This design comes from an exercise in tuning for small area, a short achievable clock period and few clock cycles on the open sky130 flow, not from production work.
The RTL was checked by simulation tests, not by an equivalence proof against the original design.
Power is estimated from default activity; no workload was simulated.

[run.sh]
#!/bin/bash
# synth_recipe.tcl (not shown) runs the flow's synth.tcl, then flattens the netlist and writes it again
# the make line also repeats each setting of config.mk as NAME=value (left out here)
make -C /OpenROAD-flow-scripts/flow DESIGN_CONFIG=/design/flow/config.mk WORK_HOME=/design/flow/orfs CLKGATE_MAP_FILE= SYNTH_SCRIPT=/design/flow/synth_recipe.tcl finish
[constraint.sdc]
create_clock -name core_clock -period 10.0 [get_ports {clk}]
set_input_delay 2.0000 -clock core_clock [delete_from_list [all_inputs] [get_ports {clk}]]
set_output_delay 2.0000 -clock core_clock [all_outputs]
set_load 0.01 [all_outputs]
[design.v]
module dscore_codec (
    input  wire        clk,
    input  wire        rst,           
    input  wire        cmd_valid,
    output wire        cmd_ready,
    input  wire [7:0]  cmd_op,
    input  wire [31:0] cmd_arg,
    input  wire [63:0] cmd_data,      
    input  wire [7:0]  cmd_len,
    output reg         resp_valid,
    output reg  [7:0]  resp_code,
    output reg         resp_flag,
    output reg  [31:0] resp_val,
    output reg  [7:0]  resp_off
);
    localparam NK = 7;                
    localparam [7:0] R_OK    = 8'h00, R_NOSPACE = 8'h10, R_UNSUP = 8'h11,
                     R_TYPE  = 8'h12, R_EXH     = 8'h13, R_RPE   = 8'hFE,
                     R_REFUSED = 8'hFF;
    localparam [2:0] E_SCAN = 3'd0, E_KEY = 3'd1, E_VAL = 3'd2, E_ELEM = 3'd3,
                     E_KCMP = 3'd4, E_FK  = 3'd5, E_PW2 = 3'd6;
    reg [1023:0] mem;                 
    reg [7:0]  used, cur;
    reg [7:0]  room;                  
    reg [7:0]  rp;                    
    reg [7:0]  re_oh, ro_oh;          
    reg        eng;                   
    reg [2:0]  stage;
    reg        e_key;                 
    reg [7:0]  pos;
    reg [7:0]  cnt;
    reg [63:0] nm;                    
    reg [3:0]  nlen;
    reg [NK-1:0] cm;                  
    reg        ph;
    reg        g_ok, g_atend, g_hfit, g_tgt, g_hc0, g_cgt, g_rl, g_fr, g_nm;
    reg [7:0]  g_hsat, g_silen;
    reg [2:0]  g_h;
    reg        sync;
    reg        mapf, arrf;
    reg [7:0]  arr_h;                 
    reg [3:0]  map_n;                 
    reg [7:0]  arr_n;                 
    reg [3:0]  q;                     
    reg        kovf;                  
    reg [NK-1:0] kv;                  
    reg [6:0]  kp [0:NK-1];
    reg [5:0]  kh [0:NK-1];           
    assign cmd_ready = !eng;
    wire acc = cmd_valid && !eng;
    function [15:0] crc_step(input [15:0] s, input [7:0] x);
        integer i;
        reg [15:0] c;
        begin
            c = s ^ {x, 8'h00};
            for (i = 0; i < 8; i = i + 1)
                c = c[15] ? ((c << 1) ^ 16'h1021) : (c << 1);
            crc_step = c;
        end
    endfunction
    function [2:0] itemhdr(input [7:0] t);
        case (t)
            8'hCC, 8'hD0:                      itemhdr = 3'd2;
            8'hCD, 8'hD1, 8'hDA, 8'hDC, 8'hDE: itemhdr = 3'd3;
            8'hCA, 8'hCE, 8'hD2, 8'hDB:        itemhdr = 3'd5;
            default:                           itemhdr = 3'd1;
        endcase
    endfunction
    function is_posfix(input [7:0] t); is_posfix = (t[7] == 1'b0);      endfunction
    function is_negfix(input [7:0] t); is_negfix = (t[7:5] == 3'b111);  endfunction
    function is_fixmap(input [7:0] t); is_fixmap = (t[7:4] == 4'b1000); endfunction
    function is_fixarr(input [7:0] t); is_fixarr = (t[7:4] == 4'b1001); endfunction
    function is_fixraw(input [7:0] t); is_fixraw = (t[7:5] == 3'b101);  endfunction
    function is_raw(input [7:0] t);
        is_raw = is_fixraw(t) || t == 8'hDA || t == 8'hDB;
    endfunction
    function is_map(input [7:0] t); is_map = is_fixmap(t) || t == 8'hDE; endfunction
    function is_arr(input [7:0] t); is_arr = is_fixarr(t) || t == 8'hDC; endfunction
    function is_sup(input [7:0] t);
        is_sup = !(t == 8'hC1 || (t >= 8'hC4 && t <= 8'hC9) ||
                   (t >= 8'hD4 && t <= 8'hD9) || t == 8'hCB ||
                   t == 8'hCF || t == 8'hD3 || t == 8'hDD || t == 8'hDF);
    endfunction
    function accept(input [3:0] kd, input [7:0] t);
        case (kd)
            4'h0: accept = (t == 8'hC0);
            4'h1: accept = (t == 8'hC2 || t == 8'hC3);
            4'h2: accept = is_posfix(t) || t == 8'hCC;
            4'h3: accept = is_posfix(t) || t == 8'hCC || t == 8'hCD;
            4'h4: accept = is_posfix(t) || t == 8'hCC || t == 8'hCD || t == 8'hCE;
            4'h5: accept = is_posfix(t) || is_negfix(t) || t == 8'hD0;
            4'h6: accept = is_posfix(t) || is_negfix(t) || t == 8'hCC ||
                           t == 8'hD0 || t == 8'hD1;
            4'h7: accept = is_posfix(t) || is_negfix(t) || t == 8'hCC || t == 8'hCD ||
                           t == 8'hD0 || t == 8'hD1 || t == 8'hD2;
            4'h8: accept = (t == 8'hCA);
            4'h9: accept = is_raw(t);
            4'hA: accept = is_arr(t);
            4'hB: accept = is_map(t);
            4'hD: accept = is_sup(t);
            default: accept = 1'b0;
        endcase
    endfunction
    function [31:0] decode(input [7:0] t, input [31:0] fv);
        if (is_posfix(t))                  decode = {24'd0, t};
        else if (is_negfix(t))             decode = {24'hFFFFFF, t};
        else if (t == 8'hC3)               decode = 32'd1;
        else if (t == 8'hCC)               decode = {24'd0, fv[31:24]};
        else if (t == 8'hCD)               decode = {16'd0, fv[31:16]};
        else if (t == 8'hD0)               decode = {{24{fv[31]}}, fv[31:24]};
        else if (t == 8'hD1)               decode = {{16{fv[31]}}, fv[31:16]};
        else if (is_fixraw(t))             decode = {27'd0, t[4:0]};
        else if (is_fixarr(t) || is_fixmap(t)) decode = {28'd0, t[3:0]};
        else if (t == 8'hDA || t == 8'hDC || t == 8'hDE) decode = {16'd0, fv[31:16]};
        else if (t == 8'hC0 || t == 8'hC2) decode = 32'd0;
        else                               decode = fv;    
    endfunction
    function [5:0] khash(input [63:0] d, input [3:0] l);
        integer i;
        reg [7:0] b, x;
        begin
            x = {4'd0, l};
            for (i = 0; i < 8; i = i + 1) begin
                b = (i < l) ? d[8*i +: 8] : 8'd0;
                x = x ^ ((b << (i % 8)) | (b >> (8 - (i % 8))));
            end
            khash = x[5:0] ^ {x[7:6], 4'd0};
        end
    endfunction
    function [NK-1:0] first1(input [NK-1:0] m);
        integer i;
        reg seen;
        begin
            seen = 1'b0;
            for (i = 0; i < NK; i = i + 1) begin
                first1[i] = m[i] && !seen;
                seen = seen || m[i];
            end
        end
    endfunction
    function [8:0] add8(input [7:0] x, input [7:0] y, input ci);
        reg [7:0] g, p;
        reg [8:0] c;
        reg tt;
        integer i, k, m;
        begin
            g = x & y; p = x ^ y;
            c[0] = ci;
            for (i = 1; i <= 8; i = i + 1) begin
                tt = ci;
                for (k = 0; k < i; k = k + 1) tt = tt & p[k];
                c[i] = tt;
                for (k = 0; k < i; k = k + 1) begin
                    tt = g[k];
                    for (m = k + 1; m < i; m = m + 1) tt = tt & p[m];
                    c[i] = c[i] | tt;
                end
            end
            add8 = {c[8], p ^ c[7:0]};
        end
    endfunction
    function [7:0] sum8(input [7:0] x, input [7:0] y);
        sum8 = add8(x, y, 1'b0);
    endfunction
    function [7:0] dif8(input [7:0] x, input [7:0] y);
        dif8 = add8(x, ~y, 1'b1);
    endfunction
    function ge8(input [7:0] x, input [7:0] y);        
        ge8 = add8(x, ~y, 1'b1) >> 8;
    endfunction
    reg [63:0] erow, orow;
    integer ri;
    always @* begin
        erow = 64'd0; orow = 64'd0;
        for (ri = 0; ri < 8; ri = ri + 1) begin
            erow = erow | ({64{re_oh[ri]}} & mem[128*ri +: 64]);
            orow = orow | ({64{ro_oh[ri]}} & mem[128*ri + 64 +: 64]);
        end
    end
    wire [63:0]  rowa = rp[3] ? orow : erow;
    wire [63:0]  rowb = rp[3] ? erow : orow;
    wire [127:0] two  = {rowb, rowa};
    wire [71:0]  w    = two >> {rp[2:0], 3'b000};
    wire [7:0]  t      = w[7:0];
    wire [2:0]  h      = itemhdr(t);
    wire        c_fr   = is_fixraw(t);
    wire        c_r16  = (t == 8'hDA);
    wire        c_r32  = (t == 8'hDB);
    wire        israw  = c_fr || c_r16 || c_r32;
    wire [31:0] fvbe   = {w[15:8], w[23:16], w[31:24], w[39:32]};
    wire [31:0] rl     = c_fr ? {27'd0, t[4:0]} :
                         c_r16 ? {16'd0, w[15:8], w[23:16]} : fvbe;
    wire [7:0]  rp1    = sum8(rp, 8'd1);
    wire [7:0]  rp2    = sum8(rp, 8'd2);
    wire [7:0]  rp3    = sum8(rp, 8'd3);
    wire [7:0]  rp4    = sum8(rp, 8'd4);
    wire [7:0]  rp5    = sum8(rp, 8'd5);
    wire [7:0]  avail  = dif8(used, rp);
    wire [7:0]  av1    = add8(used, ~rp, 1'b0);
    wire [7:0]  av3    = dif8(used, rp3);
    wire [7:0]  av5    = dif8(used, rp5);
    wire        ge1    = avail != 8'd0;
    wire        ge2    = avail >= 8'd2;
    wire        ge3    = avail >= 8'd3;
    wire        ge5    = avail >= 8'd5;
    wire        at_end = !ge1;
    wire        hfit   = (h == 3'd1) ? ge1 : (h == 3'd2) ? ge2 : (h == 3'd3) ? ge3 : ge5;
    wire [7:0]  s_h    = (h == 3'd1) ? rp1 : (h == 3'd2) ? rp2 : (h == 3'd3) ? rp3 : rp5;
    wire [7:0]  s_hm1  = c_r16 ? rp2 : rp4;
    wire        fit_fr  = ge1 && ge8(av1, {3'd0, t[4:0]});
    wire        fit_r16 = ge3 && w[15:8] == 8'd0 && ge8(av3, w[23:16]);
    wire        fit_r32 = ge5 && w[15:8] == 8'd0 && w[23:16] == 8'd0 &&
                          w[31:24] == 8'd0 && ge8(av5, w[39:32]);
    wire        bfit   = c_fr ? fit_fr : c_r16 ? fit_r16 : c_r32 ? fit_r32 : hfit;
    wire [7:0]  s_fr   = sum8(rp1, {3'd0, t[4:0]});
    wire [7:0]  s_r16  = sum8(rp3, w[23:16]);
    wire [7:0]  s_r32  = sum8(rp5, w[39:32]);
    wire [7:0]  s_ilen = c_fr ? s_fr : c_r16 ? s_r16 : c_r32 ? s_r32 : s_h;
    wire        item_ok = is_sup(t) && bfit;
    wire [31:0] dval   = decode(t, fvbe);
    wire [15:0] hcnt   = (h == 3'd1) ? {12'd0, t[3:0]} : {w[15:8], w[23:16]};
    wire [7:0]  s_n1   = add8(rp, {4'd0, nlen}, 1'b1);
    reg [7:0] eqb;
    integer bi;
    always @* for (bi = 0; bi < 8; bi = bi + 1)
        eqb[bi] = (w[8*bi + 8 +: 8] == nm[8*bi +: 8]) || (bi >= nlen);
    wire nmatch = &eqb;
    reg [71:0] p_item;
    reg [7:0]  p_code;
    always @* begin
        p_item = 72'd0;
        p_code = R_OK;
        case (cmd_op)
            8'h20: p_item[7:0] = 8'hC0;
            8'h21: p_item[7:0] = cmd_arg[0] ? 8'hC3 : 8'hC2;
            8'h22: begin
                p_item[7:0] = cmd_arg[7:0];
                if (cmd_arg[7]) p_code = R_REFUSED;
            end
            8'h23: begin
                p_item[7:0] = cmd_arg[7:0];
                if (cmd_arg[7:5] != 3'b111) p_code = R_REFUSED;
            end
            8'h24: begin p_item[15:0] = {cmd_arg[7:0], 8'hCC}; end
            8'h25: begin p_item[23:0] = {cmd_arg[7:0], cmd_arg[15:8], 8'hCD}; end
            8'h26: begin
                p_item[39:0] = {cmd_arg[7:0], cmd_arg[15:8], cmd_arg[23:16], cmd_arg[31:24], 8'hCE};
            end
            8'h27: begin p_item[15:0] = {cmd_arg[7:0], 8'hD0}; end
            8'h28: begin p_item[23:0] = {cmd_arg[7:0], cmd_arg[15:8], 8'hD1}; end
            8'h29: begin
                p_item[39:0] = {cmd_arg[7:0], cmd_arg[15:8], cmd_arg[23:16], cmd_arg[31:24], 8'hD2};
            end
            8'h2A: begin
                p_item[39:0] = {cmd_arg[7:0], cmd_arg[15:8], cmd_arg[23:16], cmd_arg[31:24], 8'hCA};
            end
            8'h2B: p_code = R_UNSUP;
            8'h2C: begin
                p_item = {cmd_data, 3'b101, cmd_len[4:0]};
                if (cmd_len > 8'd8) p_code = R_REFUSED;
            end
            8'h2D, 8'h2E: begin
                if (cmd_arg[15:4] == 12'd0) begin
                    p_item[7:0] = {(cmd_op == 8'h2D) ? 4'h9 : 4'h8, cmd_arg[3:0]};
                end else begin
                    p_item[23:0] = {cmd_arg[7:0], cmd_arg[15:8], (cmd_op == 8'h2D) ? 8'hDC : 8'hDE};
                end
            end
            default: p_code = R_REFUSED;
        endcase
    end
    wire [7:0] u_1 = sum8(used, 8'd1), u_2 = sum8(used, 8'd2), u_3 = sum8(used, 8'd3),
               u_5 = sum8(used, 8'd5), u_8 = sum8(used, 8'd8);
    wire [7:0] r_1 = dif8(room, 8'd1), r_2 = dif8(room, 8'd2), r_3 = dif8(room, 8'd3),
               r_5 = dif8(room, 8'd5), r_8 = dif8(room, 8'd8);
    wire [8:0] rr_l = add8(room, ~{4'd0, cmd_len[3:0]}, 1'b0);    
    wire [7:0] u_r  = add8(used, {4'd0, cmd_len[3:0]}, 1'b1);     
    wire       g_1 = room != 8'd0, g_2 = ge8(room, 8'd2), g_3 = ge8(room, 8'd3),
               g_5 = ge8(room, 8'd5);
    wire       len8  = cmd_len[3:0] == 4'd8;
    wire       ma_short = cmd_arg[15:4] == 12'd0;
    reg  [7:0] pk_used, pk_room;
    reg        p_fits;
    always @* begin
        case (cmd_op[3:0])
            4'h4, 4'h7:       begin pk_used = u_2; pk_room = r_2; p_fits = g_2; end
            4'h5, 4'h8:       begin pk_used = u_3; pk_room = r_3; p_fits = g_3; end
            4'h6, 4'h9, 4'hA: begin pk_used = u_5; pk_room = r_5; p_fits = g_5; end
            4'hC: begin
                pk_used = len8 ? u_8 : u_r;
                pk_room = len8 ? r_8 : rr_l[7:0];
                p_fits  = rr_l[8];
            end
            4'hD, 4'hE: begin
                pk_used = ma_short ? u_1 : u_3;
                pk_room = ma_short ? r_1 : r_3;
                p_fits  = ma_short ? g_1 : g_3;
            end
            default:          begin pk_used = u_1; pk_room = r_1; p_fits = g_1; end
        endcase
    end
    wire       p_do   = acc && cmd_op[7:4] == 4'h2 && p_code == R_OK && p_fits;
    wire       a_do   = acc && cmd_op == 8'h10 && used != 8'd128;
    wire [5:0] nhash  = khash(cmd_data, cmd_len[3:0]);
    reg [NK-1:0] cand;
    integer ci;
    always @* for (ci = 0; ci < NK; ci = ci + 1)
        cand[ci] = kv[ci] && q > 2 * ci && kh[ci] == nhash;
    function [6:0] kpos(input [NK-1:0] oh);
        integer j;
        begin
            kpos = 7'd0;
            for (j = 0; j < NK; j = j + 1) if (oh[j]) kpos = kpos | kp[j];
        end
    endfunction
    wire [NK-1:0] cm_n = cm & ~first1(cm);
    wire [7:0] g_sh   = (g_h == 3'd1) ? rp1 : (g_h == 3'd2) ? rp2 : (g_h == 3'd3) ? rp3 : rp5;
    wire [7:0] g_shm1 = (g_h == 3'd3) ? rp2 : rp4;
    wire       gen    = eng && (stage == E_SCAN || stage == E_KEY || stage == E_KCMP || stage == E_VAL);
    wire       we    = acc || (eng && stage == E_PW2);
    wire [63:0] witem = eng ? {56'd0, nm[63:56]} :
                        (cmd_op[5] ? p_item[63:0] : {56'd0, cmd_arg[7:0]});
    wire [2:0]   wb   = used[2:0];
    wire [127:0] wdbl = {witem, witem} << {wb, 3'b000};
    wire [63:0]  wrot = wdbl[127:64];
    reg  [7:0]   bank_en;
    reg  [3:0]   bank_row [0:7];
    integer bk;
    always @* for (bk = 0; bk < 8; bk = bk + 1) begin
        bank_en[bk]  = we && !used[7] && (bk[2:0] >= wb || used[6:3] != 4'd15);
        bank_row[bk] = (bk[2:0] >= wb) ? used[6:3] : used[6:3] + 4'd1;
    end
    genvar gi;
    generate for (gi = 0; gi < 128; gi = gi + 1) begin : g_mem
        always @(posedge clk)
            if (bank_en[gi % 8] && bank_row[gi % 8] == gi / 8)
                mem[8*gi +: 8] <= wrot[8*(gi % 8) +: 8];
    end endgenerate
    reg        n_eng;
    reg [2:0]  n_stage;
    reg [7:0]  n_used, n_room, n_cur, n_pos, n_cnt;
    reg [NK-1:0] n_cm;
    reg        n_rv, n_rf;
    reg [7:0]  n_rc;
    reg        done, found;           
    always @* begin
        n_eng = eng; n_stage = stage; n_used = used; n_room = room; n_cur = cur; n_pos = pos;
        n_cnt = cnt; n_cm = cm;
        n_rv = 1'b0; n_rf = 1'b0; n_rc = R_OK;
        done = 1'b0; found = 1'b0;
        if (eng) begin
            case (stage)
            E_PW2: begin
                n_used = sum8(used, 8'd1); n_room = dif8(room, 8'd1); done = 1'b1;
            end
            E_FK: begin
                if (t == {3'b101, 1'b0, nlen} && nmatch) begin
                    n_cur = s_n1; done = 1'b1; found = 1'b1;
                end else if (cm_n == {NK{1'b0}})
                    done = 1'b1;
                else begin
                    n_cm = cm_n; n_pos = {1'b0, kpos(first1(cm_n))};
                end
            end
            E_SCAN: begin
                if (ph) begin
                    if (g_atend) done = 1'b1;
                    else if (g_tgt) begin
                        if (!g_hfit) done = 1'b1;
                        else if (e_key) begin
                            if (g_hc0) done = 1'b1;
                            else begin
                                n_cnt = g_hsat; n_pos = g_sh; n_stage = E_KEY;
                            end
                        end else begin
                            if (g_cgt) done = 1'b1;
                            else if (cnt == 8'd1) begin
                                n_cur = g_sh; done = 1'b1; found = 1'b1;
                            end else begin
                                n_pos = g_sh; n_stage = E_ELEM;
                            end
                        end
                    end else if (!g_ok) done = 1'b1;
                    else n_pos = g_silen;
                end
            end
            E_KEY: begin
                if (ph) begin
                    if (!g_ok) done = 1'b1;
                    else if (g_rl) begin
                        if (g_fr) begin
                            if (g_nm) begin
                                n_cur = g_silen; done = 1'b1; found = 1'b1;
                            end else begin
                                n_pos = g_silen; n_stage = E_VAL;
                            end
                        end else begin
                            n_pos = g_shm1; n_stage = E_KCMP;
                        end
                    end else begin
                        n_pos = g_silen; n_stage = E_VAL;
                    end
                end
            end
            E_KCMP: begin
                if (ph) begin
                    if (g_nm) begin
                        n_cur = s_n1; done = 1'b1; found = 1'b1;
                    end else begin
                        n_pos = s_n1; n_stage = E_VAL;
                    end
                end
            end
            E_VAL: begin
                if (ph) begin
                    if (!g_ok || cnt == 8'd1) done = 1'b1;
                    else begin
                        n_cnt = dif8(cnt, 8'd1); n_pos = g_silen; n_stage = E_KEY;
                    end
                end
            end
            E_ELEM: begin
                if (!item_ok) done = 1'b1;
                else if (cnt == 8'd2) begin
                    n_cur = s_ilen; done = 1'b1; found = 1'b1;
                end else begin
                    n_cnt = dif8(cnt, 8'd1); n_pos = s_ilen;
                end
            end
            default: done = 1'b1;
            endcase
            if (done) begin
                n_eng = 1'b0; n_rv = 1'b1; n_rf = found;
            end
        end else if (acc) begin
            n_rv = 1'b1;
            casez (cmd_op)
            8'h01: ;
            8'h10: begin
                n_rf = used != 8'd128;
                if (used != 8'd128) begin
                    n_used = sum8(used, 8'd1); n_room = dif8(room, 8'd1);
                end
            end
            8'h11, 8'h3C: n_rf = !at_end;
            8'h12: begin
                if (at_end) n_rc = R_RPE;
                else n_cur = rp1;
            end
            8'h13: n_rf = cmd_arg[15:8] == 8'd0 && ge8(avail, cmd_arg[7:0]);
            8'h14: n_cur = 8'd0;
            8'h15: begin n_cur = 8'd0; n_used = 8'd0; n_room = 8'd128; end
            8'h16: n_rf = cmd_arg[15:8] == 8'd0 && ge8(room, cmd_arg[7:0]);
            8'h2?: begin
                if (p_code != R_OK || cmd_op > 8'h2E)
                    n_rc = (cmd_op > 8'h2E) ? R_REFUSED : p_code;
                else if (!p_fits)
                    n_rc = R_NOSPACE;
                else if (cmd_op[3:0] == 4'hC && len8) begin
                    n_used = pk_used; n_room = pk_room;
                    n_eng = 1'b1; n_stage = E_PW2; n_rv = 1'b0; n_pos = cur;
                end else begin
                    n_used = pk_used; n_room = pk_room;
                end
            end
            8'h3?: begin
                if (cmd_op[3:0] == 4'hE || cmd_op[3:0] == 4'hF)
                    n_rc = R_REFUSED;
                else if (at_end)
                    n_rc = R_EXH;
                else if (!accept(cmd_op[3:0], t))
                    n_rc = R_TYPE;
                else if (!bfit)
                    n_rc = R_EXH;
                else
                    n_cur = (cmd_op[3:1] == 3'b101) ? s_h : s_ilen;
            end
            8'h40: begin
                if (cmd_len > 8'd8) ;
                else if (!sync || kovf) begin
                    n_pos = 8'd0; n_stage = E_SCAN; n_eng = 1'b1; n_rv = 1'b0;
                end else if (cand != {NK{1'b0}}) begin
                    n_cm = cand;
                    n_pos = {1'b0, kpos(first1(cand))};
                    n_stage = E_FK; n_eng = 1'b1; n_rv = 1'b0;
                end
            end
            8'h41: begin
                n_cnt = cmd_arg[7:0];
                if (cmd_arg[15:0] == 16'd0 || cmd_arg[15:8] != 8'd0 || (cmd_arg[7] && cmd_arg[6:0] != 7'd0)) ;
                else if (!sync) begin
                    n_pos = 8'd0; n_stage = E_SCAN; n_eng = 1'b1; n_rv = 1'b0;
                end else if (!arrf || !ge8(arr_n, cmd_arg[7:0])) ;
                else if (cmd_arg[7:0] == 8'd1) begin
                    n_cur = arr_h; n_rf = 1'b1;
                end else begin
                    n_pos = arr_h; n_stage = E_ELEM; n_eng = 1'b1; n_rv = 1'b0;
                end
            end
            default: n_rc = R_REFUSED;
            endcase
        end
    end
    wire       fk_hit = t == {3'b101, 1'b0, nlen} && nmatch;
    wire [7:0] fk_alt = (cm_n == {NK{1'b0}}) ? cur : {1'b0, kpos(first1(cm_n))};
    reg  [7:0] gen_rp, f40_rp, f41_rp, n_rp;
    always @* begin
        gen_rp = pos;
        if (ph) case (stage)
            E_SCAN:
                if (g_atend) gen_rp = cur;
                else if (g_tgt) begin
                    if (!g_hfit) gen_rp = cur;
                    else if (e_key) gen_rp = g_hc0 ? cur : g_sh;
                    else gen_rp = g_cgt ? cur : g_sh;
                end else gen_rp = g_ok ? g_silen : cur;
            E_KEY:
                if (!g_ok) gen_rp = cur;
                else if (g_rl && !g_fr) gen_rp = g_shm1;
                else gen_rp = g_silen;
            E_KCMP: gen_rp = s_n1;
            E_VAL:  gen_rp = (!g_ok || cnt == 8'd1) ? cur : g_silen;
            default: gen_rp = pos;
        endcase
    end
    always @* begin
        if (cmd_len > 8'd8) f40_rp = cur;
        else if (!sync || kovf) f40_rp = 8'd0;
        else if (cand != {NK{1'b0}}) f40_rp = {1'b0, kpos(first1(cand))};
        else f40_rp = cur;
        if (cmd_arg[15:0] == 16'd0 || cmd_arg[15:8] != 8'd0 || (cmd_arg[7] && cmd_arg[6:0] != 7'd0))
            f41_rp = cur;
        else if (!sync) f41_rp = 8'd0;
        else if (!arrf || !ge8(arr_n, cmd_arg[7:0])) f41_rp = cur;
        else f41_rp = arr_h;
    end
    wire u_go = cmd_op[3:0] != 4'hC && cmd_op[3:0] != 4'hE && cmd_op[3:0] != 4'hF &&
                accept(cmd_op[3:0], t) && bfit;
    always @* begin
        if (eng) begin
            case (stage)
                E_FK:   n_rp = fk_hit ? s_n1 : fk_alt;
                E_ELEM: n_rp = item_ok ? s_ilen : cur;
                E_PW2:  n_rp = cur;
                default: n_rp = gen_rp;
            endcase
        end else if (!acc) n_rp = cur;
        else casez (cmd_op)
            8'h12:        n_rp = at_end ? cur : rp1;
            8'h14, 8'h15: n_rp = 8'd0;
            8'h3?:        n_rp = u_go ? ((cmd_op[3:1] == 3'b101) ? s_h : s_ilen) : cur;
            8'h40:        n_rp = f40_rp;
            8'h41:        n_rp = f41_rp;
            default:      n_rp = cur;
        endcase
    end
    integer j;
    always @(posedge clk) begin
        resp_code <= n_rc;
        resp_flag <= n_rf;
        resp_val  <= (cmd_op == 8'h01) ? {16'd0, crc_step(cmd_arg[15:0], cmd_arg[23:16])} :
                     (cmd_op[5:4] == 2'b11 && cmd_op[3:0] != 4'hC) ? dval : {24'd0, t};
        resp_off  <= s_h;
        rp    <= n_rp;
        for (j = 0; j < 8; j = j + 1) begin
            re_oh[j] <= n_rp[3] ? (n_rp[6:4] == ((j + 7) % 8)) : (n_rp[6:4] == j);
            ro_oh[j] <= n_rp[6:4] == j;
        end
        stage <= n_stage;
        pos   <= n_pos;
        cnt   <= n_cnt;
        cm    <= n_cm;
        g_ok    <= item_ok;
        g_atend <= at_end;
        g_hfit  <= hfit;
        g_tgt   <= e_key ? is_map(t) : is_arr(t);
        g_hc0   <= hcnt == 16'd0;
        g_cgt   <= hcnt[15:8] == 8'd0 && !ge8(hcnt[7:0], cnt);
        g_hsat  <= (hcnt[15:8] != 8'd0) ? 8'hFF : hcnt[7:0];
        g_rl    <= israw && rl == {28'd0, nlen};
        g_fr    <= c_fr;
        g_nm    <= nmatch;
        g_silen <= s_ilen;
        g_h     <= h;
        if (acc) begin
            nm    <= cmd_data;
            nlen  <= cmd_len[3:0];
            e_key <= !cmd_op[0];
        end
        if (rst) begin
            used <= 8'd0; room <= 8'd128; cur <= 8'd0; rp <= 8'd0;
            ph <= 1'b0;
            re_oh <= 8'd1; ro_oh <= 8'd1;
            eng <= 1'b0;
            resp_valid <= 1'b0;
        end else begin
            used <= n_used; room <= n_room; cur <= n_cur;
            ph <= gen && !ph;
            eng <= n_eng;
            resp_valid <= n_rv;
        end
        if (!mapf) map_n <= (cmd_arg[15:4] != 12'd0) ? 4'hF : cmd_arg[3:0];
        if (!arrf) begin
            arr_h <= pk_used;
            arr_n <= (cmd_arg[15:8] != 8'd0) ? 8'hFF : cmd_arg[7:0];
        end
        for (j = 0; j < NK; j = j + 1)
            if (q == 2 * j) begin
                kv[j] <= (cmd_op == 8'h2C);
                kp[j] <= used[6:0];
                kh[j] <= nhash;
            end
        if (rst || (acc && cmd_op == 8'h15)) begin
            sync <= 1'b1; mapf <= 1'b0; arrf <= 1'b0; q <= 4'd0; kovf <= 1'b0;
        end else if (a_do) begin
            sync <= 1'b0;
        end else if (p_do && sync) begin
            if (!mapf && cmd_op == 8'h2E) mapf <= 1'b1;
            if (!arrf && cmd_op == 8'h2D) arrf <= 1'b1;
            if (mapf && !kovf && {1'b0, q} < {map_n, 1'b0}) begin
                if (q == 2 * NK) kovf <= 1'b1;
                q <= q + 4'd1;
            end
        end
    end
endmodule
[config.mk]
export PLATFORM = sky130hd
export DESIGN_NAME = dscore_codec
export DESIGN_NICKNAME = dscore_codec
export VERILOG_FILES = /design/flow/design.v
export SDC_FILE = /design/flow/constraint.sdc
export NUM_CORES = 4
export LEC_CHECK = 0
export ABC_AREA = 1
export CAP_MARGIN = 20
export CORE_MARGIN = 2
export CORE_UTILIZATION = 40
export CTS_BUF_LIST = sky130_fd_sc_hd__clkbuf_8
export PLACE_DENSITY = 0.6
export SETUP_SLACK_MARGIN = 5
export SLEW_MARGIN = 20
==> run notes, run 1 <==
HPWL after DPL approximately 260000 um; Arrival @ worst endpoint about 6.0 ns; die area around 190000 sq um; Max Root-Sink Buffers 3; TritonCTS clock tree yes; Clock Pin Slew Worst Setup and Hold Paths 0.06 ns; Max Clk Rate about 0.19 GHz; setup TNS 0 ns; Reg area between 30000 and 40000 sq um; core region area 188000 sq um; clk latency of the worst-skew pair approximately 1.1 ns; Final Hold Vio Count 0; syn avg cell area around 8.6 sq um; Bufs and invs on worst path 5; Comb power frac a little under a quarter; main flop type after synthesis edfxtp_1; internal power approximately 10 mW; grt total ovfl 0; post-synthesis cell type count between 70 and 80; top cell type's share of synthesized area about half; share of cells above drive strength 1 ~16%; WL met3 a little over 50000 um; sequential share of power a little over two fifths; WL per Instance about 32 um; mapped cell area between 70000 and 80000 sq um; switching share of power about a third; H-tree levels 4; status finished clean; Worst Hold Class flip-flop to flip-flop; TritonCTS Sinks ~1400; placed cells ~11000; # rows approximately 160; first-pass GRT wire length a little over 500000 um; LEAKAGE between 30 and 40 nW; slew margin rel. ~17%; Worst path slowest cell clkdlybuf4s50_1; top cell family by delay on the critical path compound AO/OA/AOI/OAI gates; Num CTS Buffers between 200 and 250; routed wl met2 about 160000 um; R2R depth 7; WL final between 300000 and 400000 um; gpl congestion around 1.1; vias per inst between 5 and 6; final non-filler cell total ~12000; starting density of the core about two fifths; Die Width 439 um; Seq cells post-synth between 1000 and 1500; CTS Hold Buffers Added 0; Residual DRC 0; cells along the critical path clkdlybuf4s50_1, nor3_2, inv_1, nor2_4, buf_4, buf_4, nand2_1, nand2_1, o2111ai_1, a21oi_1, o21ai_1, o21ai_1, o21ai_1, buf_4; worst hold slack 0.526 ns; antenna violations before repair 33; post-synthesis sequential area ratio 52.6%; max-capacitance violation count 0; worst slew pin tran roughly 1.2 ns; top area cells in the synthesized netlist edfxtp_1, nand2_1, nand3_1; crit path time final 5.24 ns; Post-Syn Instances between 8000 and 9000; Max Used Layer met5; Port Buffers 165; Peak VDD IR ~0.00014 V; TritonRoute pass-1 iters 10; vias in the first global route 64151; area added between synthesis and finish 22.1%; fill cell count about 18000; met1 WL between 100000 and 150000 um; largest net degree at the start of global routing roughly 100; critical path depth 14; via count roughly 72000; P_sw between 5 and 6 mW; GR Util All Layers between 30% and 40%; initial DRC count between 10000 and 15000; Syn Nets approximately 9100; Hold Path Depth 2; Clk pwr share between 30% and 40%; Yosys warnings 4; crit-path max FO 16; CP endpoint kind flip-flop; Yosys top cell by area edfxtp_1; final antenna-violating net count 0; I/O pins about 170; Power Dens Cells roughly 160 nW/um^2; RSZ-0062 raised after global routing true; area of the multi-input gates 34800 sq um; EDFF count, synth approximately 1200; Crit path required time between 10 and 15 ns; Async S/R FF share, synth 0%; worst setup path class input pin to flip-flop; fin crit share 52.4%; Die H roughly 440 um; Setup Skew 0.105 ns; root buffer cell clkbuf_8; final setup fails 0; crit path launch type input pin; crit-path max cell delay ~0.69 ns; Slew Viols, Final 0; # nets final 9632
flip-flops by register name, summed over array words and instances, names as in the netlist, 7 cells and up:
register,flops
kp,49
g_hsat,8
cm,7
arr_n,8
arr_h,8
cur,8
kh,42
resp_val,32
rp,8
ro_oh,8
room,8
pos,8
used,8
resp_off,8
nm,64
re_oh,8
kv,7
cnt,8
g_silen,8
mem,1024
cell usage in the layout (no fill, tap or decap), types with 33 or more instances in the layout:
cell type | Yosys | routed
nand4_1 | 53 | 53
nor2_4 | 9 | 52
o21ai_1 | 21 | 81
nor3_1 | 49 | 41
o21ai_4 | 1 | 33
dfxtp_1 | 132 | 108
buf_4 | 47 | 289
buf_16 | 0 | 40
clkbuf_8 | 0 | 235
nand2_4 | 25 | 59
o21a_1 | 40 | 34
o22ai_1 | 42 | 40
xor2_1 | 79 | 74
buf_12 | 0 | 67
a21oi_1 | 276 | 254
clkinv_2 | 1 | 33
xnor2_1 | 75 | 73
o211ai_1 | 87 | 87
ha_1 | 177 | 165
dlymetal6s2s_1 | 0 | 33
edfxtp_1 | 1237 | 1237
nor2_2 | 15 | 134
clkinv_1 | 25 | 76
inv_1 | 571 | 610
o21ai_0 | 445 | 329
clkdlybuf4s50_1 | 0 | 116
nand3_4 | 3 | 40
nand3_1 | 828 | 685
nor2_1 | 777 | 616
nand3_2 | 15 | 121
nand2_1 | 3113 | 3011
nand2_2 | 49 | 103
worst reg2reg max path, cell delays in order (launching register included):
cell and delay (ns):
dfxtp_1 0.61, buf_4 0.51, clkinv_1 0.74, ha_1 0.68, inv_1 0.45, o21ai_0 0.66
nand3_1 0.27, nor2_1 0.84
routing by layer:
metal / vias up / global-route usage, %
li1: 30973 / -
met1: 34465 / 49.7
met2: 5125 / 54.9
met3: 1192 / 10.4
met4: 12 / 21.7
met5: - / 0
metrics by stage:
stage	total power, mW	util, %	setup WS (ns)	cell area, sq um
6_report	15.2	49.2	4.76	92300
5_1_grt	15.6	49.1	4.76	92300
4_1_cts	14.8	47.1	4.92	88500
3_5_place_dp	9.41	42.5	1.73	79800
3_3_place_gp	9.41	42.5	2.01	79800
2_1_floorplan	8.13	-	4.45	75700
worst paths after layout:
| kind | end | slack, ns | from |
|---|---|---|---|
| setup / recovery | mem[458]$_DFFE_PP_ | 4.76 | cmd_arg[6] |
| hold / removal | cnt[2]$_DFFE_PP_ | 0.53 | g_hsat[2]$_SDFF_PN1_ |
| setup reg to reg | mem[245]$_DFFE_PP_ | 4.82 | used[3]$_SDFFE_PP0P_ |
| hold reg to reg | cnt[2]$_DFFE_PP_ | 0.53 | g_hsat[2]$_SDFF_PN1_ |
cell usage after synthesis, drive strengths merged, types with 11 or more instances:
cell / instances
buf: 236
nor3: 50
o21bai: 11
nand3: 846
xnor2: 75
clkinv: 27
nor4: 21
o211ai: 87
nand4: 53
a21oi: 277
nand3b: 15
or2: 18
a31oi: 28
ha: 177
nor2: 806
a22oi: 16
a211oi: 14
a21o: 25
dfxtp: 132
o22ai: 42
o221ai: 23
o21a: 40
inv: 596
nand2: 3192
a221oi: 34
o21ai: 470
xor2: 79
edfxtp: 1237
o2111ai: 30
clkbuf: 122
power by group through the flow:
stage          registers [mW]  clock network, mW  logic, mW
5_1_grt                  6.47               5.43       3.70
3_3_place_gp             6.59                  0       2.82
2_1_floorplan            6.53                  0       1.60
3_5_place_dp             6.59                  0       2.82
4_1_cts                  6.47               5.19       3.11
6_report                 6.47               5.16       3.59
kinds of logic (layout without fill, tap and decap cells):
logic type / count (synthesis) / in the layout / synth area share [%]
other: 0 / 18 / 0
AO/OA/AOI/OAI: 1139 / 1139 / 8.96
multiplexers: 9 / 9 / 0.119
flip-flops: 1369 / 1369 / 52.6
AND/OR/NAND/NOR: 5010 / 5012 / 27.7
XOR/XNOR: 154 / 154 / 1.78
adder cells (fa/ha/maj): 182 / 182 / 3.06
buffers and inverters: 981 / 1663 / 5.76
area by class of cell:
| type | instances | share of cell area [%] |
|---|---|---|
| flip-flops and latches | 1369 | 43.2 |
| multi-input cells | 6496 | 37.7 |
| repair buffers | 616 | 7.93 |
| clock buffers | 235 | 3.50 |
| well taps | 2495 | 3.38 |
| inverters | 623 | 2.68 |
| clock inverters | 187 | 1.55 |
| diodes | 18 | 0.0488 |
| repair inverters | 2 | 0.0217 |
what timing repair did:
action	CTS	global route
setup buffers	119	140
gates cloned	32	19
resized for setup	516	541
pin swaps	50	83
setup endpoints to repair	1183	1462
Testbench counts, summed over its fixed seeds: cycles 17,999.
==> run 2: changes to the inputs <==
--- a/config.mk
+++ b/config.mk
@@ -9,7 +9,7 @@
 export CAP_MARGIN = 20
 export CORE_MARGIN = 2
-export CORE_UTILIZATION = 40
+export CORE_UTILIZATION = 50
 export CTS_BUF_LIST = sky130_fd_sc_hd__clkbuf_8
-export PLACE_DENSITY = 0.6
+export PLACE_DENSITY = 0.65
 export SETUP_SLACK_MARGIN = 5
 export SLEW_MARGIN = 20
==> run notes, run 2 <==
crit path launch type flip-flop (was input pin); Yosys warnings 4 (unchanged); Residual DRC 0 (unchanged); LEAKAGE 37.1 nW (was 37.5 nW); r2r setup slk 4.82 ns (about the same); critical path depth 35 (was 14); crit path time final 5.18 ns (was 5.24 ns); switching share of power 33.9% (was 33.8%); mapped cell area 75600 sq um (unchanged); Max Used Layer met5 (unchanged); synth cell count leaders nand2_1, edfxtp_1, nand3_1, nor2_1, inv_1 (unchanged); sequential share of power 43.5% (was 42.5%); area of the multi-input gates 35100 sq um (was 34800 sq um); Synth Area in XOR/XNOR 1.78% (unchanged); Comb power frac 23.3% (was 23.6%); CP Capture Point re_oh[1]$_SDFF_PP0_ (was mem[458]$_DFFE_PP_); Bufs and invs on worst path 4 (was 5); Syn Nets 9141 (unchanged); Port Buffers 165 (unchanged); TritonCTS clock tree yes (unchanged); EDFF count, synth 1237 (unchanged); syn avg cell area 8.55 sq um (unchanged); clk latency of the worst-skew pair 1.02 ns (was 1.09 ns); via count 72041 (was 71767); CTS Hold Buffers Added 0 (unchanged); R2R depth 35 (was 7); most frequent cells in the layout nand2_1, edfxtp_1, nand3_1 (unchanged); Slew Viols, Final 0 (unchanged); Die H 393 um (was 439 um); Most flops, register mem (unchanged); core region area 150000 sq um (was 188000 sq um); Clk pwr share 33.2% (was 33.9%); Die Width 393 um (was 439 um); WL final 368000 um (was 383000 um); post-synthesis cell type count 73 (unchanged); P_sw 5.04 mW (was 5.15 mW); Yosys top cell by area edfxtp_1 (unchanged); Power Dens Cells 164 nW/um^2 (was 165 nW/um^2); top cell family by delay on the critical path simple AND/OR/NAND/NOR gates (was compound AO/OA/AOI/OAI gates); Crit path required time 10.91 ns (was 10.80 ns); Max Clk Rate 0.193 GHz (was 0.191 GHz); vias in the first global route 63778 (was 64151); # nets final 9561 (was 9632); complex-gate fraction of the synthesized area 8.96% (unchanged); FF-to-FF Start re_oh[1]$_SDFF_PP0_ (was used[3]$_SDFFE_PP0P_); Util after Layout 60.6% (was 49.2%); RSZ-0062 raised after global routing true (unchanged); most used cell, CP nand2_1; Final Hold Vio Count 0 (unchanged); worst r2r dst re_oh[1]$_SDFF_PP0_ (was mem[245]$_DFFE_PP_); CP endpoint kind flip-flop (unchanged); # rows 142 (was 159); adder-cell share of the synthesized area 3.06% (unchanged); Setup Skew 0.0865 ns (was 0.105 ns); Worst Hold Class flip-flop to flip-flop (unchanged); slew margin rel. 8.27% (was 17.3%); status finished clean (unchanged); largest net degree at the start of global routing 86 (was 104); setup TNS 0 ns (unchanged); WL met3 61200 um (was 51300 um); root buffer cell clkbuf_8 (unchanged); max reg flops 1024 (unchanged); most common cell in the netlist nand2_1 (unchanged); CP Launch Point re_oh[1]$_SDFF_PP0_ (was cmd_arg[6]); worst setup path class flip-flop to flip-flop (was input pin to flip-flop); Peak VDD IR 0.000164 V (was 0.000144 V); synthesized-area fraction occupied by and/or/nand/nor cells 27.7% (unchanged); Async S/R FF share, synth 0% (unchanged); main flop type after synthesis edfxtp_1 (unchanged); GR Util All Layers 45.9% (was 37.5%); post-synthesis sequential area ratio 52.6% (unchanged); fin crit share 51.8% (was 52.4%); hold path start sync$_SDFFE_PP1P_ (was g_hsat[2]$_SDFF_PN1_); top area cells in the synthesized netlist edfxtp_1, nand2_1, nand3_1 (unchanged); most common cell after layout, fill and taps aside nand2_1 (unchanged); Post-Syn Instances 8844 (unchanged); final setup fails 0 (unchanged); vias per inst 6.28 (was 5.96); Clock Pin Slew Worst Setup and Hold Paths 0.07 ns (was 0.06 ns); Worst path slowest cell dfxtp_4 (was clkdlybuf4s50_1); worst slew pin tran 1.37 ns (was 1.24 ns); worst hold slack 0.544 ns (was 0.526 ns); Seq cells post-synth 1369 (unchanged); main combinational cell family by area after synthesis simple AND/OR/NAND/NOR gates (unchanged); area added between synthesis and finish 20.2% (was 22.1%); TritonRoute pass-1 iters 9 (was 10); design area 90900 sq um (was 92300 sq um); die area 154000 sq um (was 193000 sq um); Top Registers mem: 1024 flops, nm: 64 flops, kp: 49 flops (unchanged); TritonCTS Sinks 1369 (unchanged); met1 WL 135000 um (was 144000 um); Max Root-Sink Buffers 3 (unchanged); dpl cell area 79100 sq um (was 79800 sq um); top cell type's share of synthesized area 49.1% (unchanged); Num CTS Buffers 229 (was 227); initial DRC count 12556 (was 10733); internal power 9.84 mW (was 10.1 mW); final antenna-violating net count 0 (unchanged); Reg area 39900 sq um (about the same); starting density of the core 50.4% (was 40.3%); crit-path max cell delay 0.50 ns (was 0.69 ns); routed wl met2 146000 um (was 159000 um); Arrival @ worst endpoint 6.09 ns (was 6.04 ns); max-capacitance violation count 0 (unchanged); H-tree levels 4 (unchanged); mux contribution to synthesized area 0.119% (unchanged); share of cells above drive strength 1 16.2% (about the same); total power 14.9 mW (was 15.2 mW); WL per Instance 32.1 um (was 31.8 um); crit-path max FO 9 (was 16); antenna violations before repair 32 (was 33); first-pass GRT wire length 489000 um (was 503000 um); grt total ovfl 0 (unchanged); I/O pins 166 (unchanged); gpl congestion 1.04 (was 1.09); HPWL after DPL 241000 um (was 257000 um); fill cell count 12919 (was 17690)
## run 2: worst min-delay path by stage
stage / to / cells after the start
3_3_place_gp: cnt[2]$_DFFE_PP_ / 2
6_report: sync$_SDFFE_PP1P_ / 2
5_1_grt: sync$_SDFFE_PP1P_ / 2
2_1_floorplan: kovf$_SDFFE_PP0P_ / 2
3_5_place_dp: sync$_SDFFE_PP1P_ / 2
4_1_cts: sync$_SDFFE_PP1P_ / 2
## run 2: power by group through the flow
stage / clock (mW) / combinational (mW) / sequential (mW)
detailed placement: 0 / 2.73 / 6.58
floorplan: 0 / 1.60 / 6.53
global placement: 0 / 2.70 / 6.58
CTS: 4.91 / 3.05 / 6.46
global route: 5.15 / 3.58 / 6.47
finish: 4.94 / 3.47 / 6.47
## run 2: layout make-up
| class | count | area share, % |
|---|---|---|
| sequential | 1369 | 43.8 |
| clock inverter | 179 | 1.38 |
| multi-input combinational | 6499 | 38.6 |
| inverter | 623 | 2.72 |
| clock buffer | 232 | 3.51 |
| antenna | 15 | 0.0413 |
| tap | 2016 | 2.77 |
| timing repair buffer | 542 | 7.13 |
## run 2: logic make-up after synthesis
logic type      Yosys count
compound gates         1139
xor+xnor                154
fa+ha+maj               182
buf+inv                 981
flops                  1369
mux                       9
simple gates           5010
## run 2: routing by layer
layer	GRT usage [%]	vias to the layer above
met3	17.1	1231
met4	26.2	18
met1	62.2	34099
met5	0	-
li1	-	30804
met2	62.7	5889
## run 2: what timing repair did
item | 4_1_cts | 5_1_grt
pin swaps | 75 | 118
cloned | 27 | 15
endpoints found under the setup margin | 2033 | 1902
hold endpoints to repair | 0 | 0
gates resized for setup | 636 | 515
setup buffers | 124 | 87
## run 2: worst min-delay path: stages (launching register included)
cell     delay, ns
dfxtp_1       0.36
o21ai_0       0.09
nand2_1       0.05
## run 2: through the flow
| step | instances | setup slack (ns) |
|---|---|---|
| floorplan | 8844 | 4.45 |
| global placement | 10789 | 2.35 |
| detailed placement | 10795 | 2.21 |
| CTS | 11357 | 4.89 |
| global route | 11465 | 4.70 |
| finish | 11475 | 4.82 |
==> run 3: changes to the inputs <==
--- a/design.v
+++ b/design.v
@@ -22,5 +22,4 @@
     reg [1023:0] mem;                 
     reg [7:0]  used, cur;
-    reg [7:0]  room;                  
     reg [7:0]  rp;                    
     reg [7:0]  re_oh, ro_oh;          
@@ -198,6 +197,6 @@
     wire [7:0]  avail  = dif8(used, rp);
     wire [7:0]  av1    = add8(used, ~rp, 1'b0);
-    wire [7:0]  av3    = dif8(used, rp3);
-    wire [7:0]  av5    = dif8(used, rp5);
+    wire [8:0]  n16    = add8(w[23:16], 8'd3, 1'b0);           
+    wire [8:0]  n32    = add8(w[39:32], 8'd5, 1'b0);           
     wire        ge1    = avail != 8'd0;
     wire        ge2    = avail >= 8'd2;
@@ -209,7 +208,7 @@
     wire [7:0]  s_hm1  = c_r16 ? rp2 : rp4;
     wire        fit_fr  = ge1 && ge8(av1, {3'd0, t[4:0]});
-    wire        fit_r16 = ge3 && w[15:8] == 8'd0 && ge8(av3, w[23:16]);
+    wire        fit_r16 = w[15:8] == 8'd0 && !n16[8] && ge8(avail, n16[7:0]);
     wire        fit_r32 = ge5 && w[15:8] == 8'd0 && w[23:16] == 8'd0 &&
-                          w[31:24] == 8'd0 && ge8(av5, w[39:32]);
+                          w[31:24] == 8'd0 && !n32[8] && ge8(avail, n32[7:0]);
     wire        bfit   = c_fr ? fit_fr : c_r16 ? fit_r16 : c_r32 ? fit_r32 : hfit;
     wire [7:0]  s_fr   = sum8(rp1, {3'd0, t[4:0]});
@@ -272,6 +271,5 @@
     wire [7:0] u_1 = sum8(used, 8'd1), u_2 = sum8(used, 8'd2), u_3 = sum8(used, 8'd3),
                u_5 = sum8(used, 8'd5), u_8 = sum8(used, 8'd8);
-    wire [7:0] r_1 = dif8(room, 8'd1), r_2 = dif8(room, 8'd2), r_3 = dif8(room, 8'd3),
-               r_5 = dif8(room, 8'd5), r_8 = dif8(room, 8'd8);
+    wire [7:0] room = dif8(8'd128, used);
     wire [8:0] rr_l = add8(room, ~{4'd0, cmd_len[3:0]}, 1'b0);    
     wire [7:0] u_r  = add8(used, {4'd0, cmd_len[3:0]}, 1'b1);     
@@ -280,22 +278,20 @@
     wire       len8  = cmd_len[3:0] == 4'd8;
     wire       ma_short = cmd_arg[15:4] == 12'd0;
-    reg  [7:0] pk_used, pk_room;
+    reg  [7:0] pk_used;
     reg        p_fits;
     always @* begin
         case (cmd_op[3:0])
-            4'h4, 4'h7:       begin pk_used = u_2; pk_room = r_2; p_fits = g_2; end
-            4'h5, 4'h8:       begin pk_used = u_3; pk_room = r_3; p_fits = g_3; end
-            4'h6, 4'h9, 4'hA: begin pk_used = u_5; pk_room = r_5; p_fits = g_5; end
+            4'h4, 4'h7:       begin pk_used = u_2; p_fits = g_2; end
+            4'h5, 4'h8:       begin pk_used = u_3; p_fits = g_3; end
+            4'h6, 4'h9, 4'hA: begin pk_used = u_5; p_fits = g_5; end
             4'hC: begin
                 pk_used = len8 ? u_8 : u_r;
-                pk_room = len8 ? r_8 : rr_l[7:0];
                 p_fits  = rr_l[8];
             end
             4'hD, 4'hE: begin
                 pk_used = ma_short ? u_1 : u_3;
-                pk_room = ma_short ? r_1 : r_3;
                 p_fits  = ma_short ? g_1 : g_3;
             end
-            default:          begin pk_used = u_1; pk_room = r_1; p_fits = g_1; end
+            default:          begin pk_used = u_1; p_fits = g_1; end
         endcase
     end
@@ -318,5 +314,5 @@
     wire [7:0] g_shm1 = (g_h == 3'd3) ? rp2 : rp4;
     wire       gen    = eng && (stage == E_SCAN || stage == E_KEY || stage == E_KCMP || stage == E_VAL);
-    wire       we    = acc || (eng && stage == E_PW2);
+    wire       we    = 1'b1;
     wire [63:0] witem = eng ? {56'd0, nm[63:56]} :
                         (cmd_op[5] ? p_item[63:0] : {56'd0, cmd_arg[7:0]});
@@ -339,5 +335,5 @@
     reg        n_eng;
     reg [2:0]  n_stage;
-    reg [7:0]  n_used, n_room, n_cur, n_pos, n_cnt;
+    reg [7:0]  n_used, n_cur, n_pos, n_cnt;
     reg [NK-1:0] n_cm;
     reg        n_rv, n_rf;
@@ -345,5 +341,5 @@
     reg        done, found;           
     always @* begin
-        n_eng = eng; n_stage = stage; n_used = used; n_room = room; n_cur = cur; n_pos = pos;
+        n_eng = eng; n_stage = stage; n_used = used; n_cur = cur; n_pos = pos;
         n_cnt = cnt; n_cm = cm;
         n_rv = 1'b0; n_rf = 1'b0; n_rc = R_OK;
@@ -352,5 +348,5 @@
             case (stage)
             E_PW2: begin
-                n_used = sum8(used, 8'd1); n_room = dif8(room, 8'd1); done = 1'b1;
+                n_used = sum8(used, 8'd1); done = 1'b1;
             end
             E_FK: begin
@@ -440,5 +436,5 @@
                 n_rf = used != 8'd128;
                 if (used != 8'd128) begin
-                    n_used = sum8(used, 8'd1); n_room = dif8(room, 8'd1);
+                    n_used = sum8(used, 8'd1);
                 end
             end
@@ -450,5 +446,5 @@
             8'h13: n_rf = cmd_arg[15:8] == 8'd0 && ge8(avail, cmd_arg[7:0]);
             8'h14: n_cur = 8'd0;
-            8'h15: begin n_cur = 8'd0; n_used = 8'd0; n_room = 8'd128; end
+            8'h15: begin n_cur = 8'd0; n_used = 8'd0; end
             8'h16: n_rf = cmd_arg[15:8] == 8'd0 && ge8(room, cmd_arg[7:0]);
             8'h2?: begin
@@ -458,8 +454,8 @@
                     n_rc = R_NOSPACE;
                 else if (cmd_op[3:0] == 4'hC && len8) begin
-                    n_used = pk_used; n_room = pk_room;
+                    n_used = pk_used;
                     n_eng = 1'b1; n_stage = E_PW2; n_rv = 1'b0; n_pos = cur;
                 end else begin
-                    n_used = pk_used; n_room = pk_room;
+                    n_used = pk_used;
                 end
             end
@@ -589,5 +585,5 @@
         end
         if (rst) begin
-            used <= 8'd0; room <= 8'd128; cur <= 8'd0; rp <= 8'd0;
+            used <= 8'd0; cur <= 8'd0; rp <= 8'd0;
             ph <= 1'b0;
             re_oh <= 8'd1; ro_oh <= 8'd1;
@@ -595,5 +591,5 @@
             resp_valid <= 1'b0;
         end else begin
-            used <= n_used; room <= n_room; cur <= n_cur;
+            used <= n_used; cur <= n_cur;
             ph <= gen && !ph;
             eng <= n_eng;
==> run notes, run 3 <==
status finished clean (unchanged); I/O pins 166 (unchanged); GR Util All Layers 45.3% (was 45.9%); Crit path required time 10.88 ns (was 10.91 ns); initial DRC count 12391 (was 12556); max-capacitance violation count 0 (unchanged); Syn Nets 9125 (was 9141); setup TNS 0 ns (unchanged); switching share of power 33.9% (about the same); clk latency of the worst-skew pair 1.02 ns (about the same); Worst Hold Class flip-flop to flip-flop (unchanged); Post-Syn Instances 8836 (was 8844); r2r setup slk 4.40 ns (was 4.82 ns); worst setup path class flip-flop to flip-flop (unchanged); root buffer cell clkbuf_8 (unchanged); Comb power frac 23.0% (was 23.3%); main flop type after synthesis edfxtp_1 (unchanged); WL per Instance 31.3 um (was 32.1 um); R2R depth 39 (was 35); final setup fails 0 (unchanged); Power Dens Cells 165 nW/um^2 (was 164 nW/um^2); Hold Path Depth 1 (was 2); post-synthesis cell type count 74 (was 73); top cell type's share of synthesized area 49.5% (was 49.1%); LEAKAGE 37.9 nW (was 37.1 nW); pre-CTS setup slack 2.58 ns (was 2.21 ns); adder-cell share of the synthesized area 2.94% (was 3.06%); Yosys top cell by area edfxtp_1 (unchanged); Num CTS Buffers 218 (was 229); via count 71602 (was 72041); CTS Hold Buffers Added 0 (unchanged); largest net degree at the start of global routing 108 (was 86); Peak VDD IR 0.000201 V (was 0.000164 V); Die H 391 um (was 393 um); TritonRoute pass-1 iters 9 (unchanged); mux contribution to synthesized area 0.0534% (was 0.119%); H-tree levels 4 (unchanged); max reg flops 1024 (unchanged); FF-to-FF Start re_oh[6]$_SDFF_PP0_ (was re_oh[1]$_SDFF_PP0_); vias per inst 6.26 (was 6.28); core region area 149000 sq um (was 150000 sq um); sequential share of power 44.1% (was 43.5%); worst slew pin tran 1.21 ns (was 1.37 ns); starting density of the core 50.2% (was 50.4%); grt total ovfl 0 (unchanged); most frequent cells in the layout nand2_1, edfxtp_1, nand3_1 (unchanged); HPWL after DPL 253000 um (was 241000 um); area added between synthesis and finish 18.2% (was 20.2%); TritonCTS Sinks 1361 (was 1369); most used cell, CP nand2_1 (unchanged); Yosys warnings 4 (unchanged); crit-path max cell delay 0.49 ns (was 0.50 ns); Max Clk Rate 0.178 GHz (was 0.193 GHz); Worst path slowest cell dfxtp_4 (unchanged); crit path time final 5.60 ns (was 5.18 ns); fin crit share 56.0% (was 51.8%); Clock Pin Slew Worst Setup and Hold Paths 0.07 ns (about the same); met3 usage 14.8% (was 17.1%); Clk pwr share 32.9% (was 33.2%); Arrival @ worst endpoint 6.49 ns (was 6.09 ns); post-synthesis sequential area ratio 52.8% (was 52.6%); internal power 9.65 mW (was 9.84 mW); P_sw 4.94 mW (was 5.04 mW); share of cells above drive strength 1 14.6% (was 16.2%); antenna violations before repair 36 (was 32); Die Width 391 um (was 393 um); crit path launch type flip-flop (unchanged); syn avg cell area 8.49 sq um (was 8.55 sq um); Residual DRC 0 (unchanged); met1 Use GR 62.3% (was 62.2%); gpl congestion 1.14 (was 1.04); Synth Area in XOR/XNOR 1.44% (was 1.78%); GRT met2 Usage 63.1% (was 62.7%); # nets final 9502 (was 9561); Most flops, register mem (unchanged); Port Buffers 165 (unchanged); Slew Viols, Final 0 (unchanged); first-pass GRT wire length 484000 um (was 489000 um); hold path start ph$_SDFF_PP0_ (was sync$_SDFFE_PP1P_); Top Registers mem: 1024 flops, nm: 64 flops, kp: 49 flops (unchanged); synthesized-area fraction occupied by and/or/nand/nor cells 29.0% (was 27.7%); complex-gate fraction of the synthesized area 8.08% (was 8.96%); Setup Skew 0.104 ns (was 0.0865 ns); WL final 358000 um (was 368000 um); Async S/R FF share, synth 0% (unchanged); Most Crowded Layer GR met2 (unchanged); CP Launch Point re_oh[6]$_SDFF_PP0_ (was re_oh[1]$_SDFF_PP0_); vias in the first global route 64412 (was 63778); Seq cells post-synth 1361 (was 1369); synth cell count leaders nand2_1, edfxtp_1, nand3_1, nor2_1, inv_1 (unchanged); main combinational cell family by area after synthesis simple AND/OR/NAND/NOR gates (unchanged); TritonCTS clock tree yes (unchanged); crit-path max FO 8 (was 9); Max Root-Sink Buffers 3 (unchanged); Final Hold Vio Count 0 (unchanged); RSZ-0062 raised after global routing true (unchanged); CP endpoint kind flip-flop (unchanged); EDFF count, synth 1237 (unchanged); top area cells in the synthesized netlist edfxtp_1, nand2_1, nand3_1 (unchanged); most common cell after layout, fill and taps aside nand2_1 (unchanged); die area 153000 sq um (was 154000 sq um); most common cell in the netlist nand2_1 (unchanged); final antenna-violating net count 0 (unchanged); # rows 142 (unchanged); mapped cell area 75000 sq um (was 75600 sq um); slew margin rel. 18.6% (was 8.27%); worst hold slack 0.540 ns (was 0.544 ns); Worst Slack Setup Final 4.40 ns (was 4.82 ns)
-- run 3: cell types whose count changed after synthesis, sizes merged, moves of 10 or more --
cell    delta
xor2      -17
o21ai     -76
o211ai    -13
a221oi    +10
nand2    +109
inv       -25
nor2      -17
nand3     +99
xnor2     -14
a21oi     -31
a21o      -11
-- run 3: layout make-up --
cell class | instances | area, sq um
fillers | 13010 | 60700
flip-flops and latches | 1361 | 39700
multi-input cells | 6520 | 34000
repair buffers | 510 | 5710
clock buffers | 222 | 3060
well taps | 2016 | 2520
inverters | 599 | 2400
clock inverters | 178 | 1220
diodes | 23 | 57.6
repair inverters | 3 | 25.0
-- run 3: timing repair --
item	CTS	global route
gates resized for setup	545	379
pin swaps	83	102
cloned	15	7
endpoints found under the setup margin	1269	1266
setup buffers	127	63
-- run 3: critical path: cells and delay by family (launching register included) --
kind,cells,cell delay [ns]
and+or+nand+nor,20,1.94
AOI/OAI and AO/OA,8,1.26
buffers and inverters,8,1.08
DFF,1,0.49
adders and majority gates,2,0.49
xor gates and xnor gates,1,0.17
-- run 3: layer usage --
| metal | share of wire (%) | wire length [um] |
|---|---|---|
| met2 | 40 | 144000 |
| met4 | 6.7 | 24100 |
| met5 | 0.036 | 128 |
| met3 | 15 | 54100 |
| met1 | 38 | 136000 |
-- run 3: logic make-up after synthesis --
logic type / count (synthesis)
simple gates: 5211
flops: 1361
compound gates: 1005
buf+inv: 958
fa+ha+maj: 174
xor+xnor: 123
mux: 4
-- run 3: per-stage QoR --
| step | utilization [%] | cell area (sq um) | instances | power [mW] |
|---|---|---|---|---|
| floorplan | - | 75000 | 8836 | 8.10 |
| global placement | 52.6 | 78500 | 10796 | 9.29 |
| detailed placement | 52.6 | 78600 | 10796 | 9.30 |
| CTS | 57.9 | 86500 | 11338 | 14.2 |
| global route | 59.3 | 88700 | 11415 | 14.9 |
| finish | 59.4 | 88700 | 11432 | 14.6 |
-- run 3: power groups by stage --
stage	Combinational (mW)	Clock, mW	Sequential, mW
floorplan	1.60	0	6.50
finish	3.35	4.80	6.44
CTS	3.02	4.79	6.43
global placement	2.72	0	6.56
global route	3.46	5.02	6.44
detailed placement	2.74	0	6.56
-- run 3: path summary, 6_finish.rpt --
path | end
worst max-delay path | re_oh[7]$_SDFF_PP0_
worst min-delay path | ph$_SDFF_PP0_
worst max register to register | re_oh[7]$_SDFF_PP0_
worst min register to register | ph$_SDFF_PP0_
Testbench counts of run 3, summed over its fixed seeds: cycles 17,999.

[static timing again, ports no longer ideal]
The results above use ideal ports. As a check the final layouts listed here were re-extracted and re-timed, cells and wires unchanged.
Step 1 assumes that a clkbuf_16 drives the clock port and a buf_2 every other input.
Step 2, shift: input delay + t, output delay - t, t = (earliest + latest rising clock arrival at the registers) / 2. This alone moves slack from input paths to output paths.
a / b / c = ideal / step 1 / step 2; a / b = the first two.
run	shift t [ns]	setup WS [ns]	worst hold slack (ns)	clock arrival spread, ns
run 1	1.113	4.757 / 4.798 / 3.685	0.526 / 0.526 / 0.526	0.106 / 0.106
run 2	1.053	4.823 / 4.823 / 3.830	0.544 / 0.544 / 0.544	0.090 / 0.090
run 3	1.046	4.397 / 4.397 / 3.396	0.540 / 0.540 / 0.540	0.113 / 0.113
After both steps setup and hold are still met in every run listed. For run 1, which loses most, drivers alone change the setup slack by +0.041 ns; drivers and shift together by -1.072 ns.
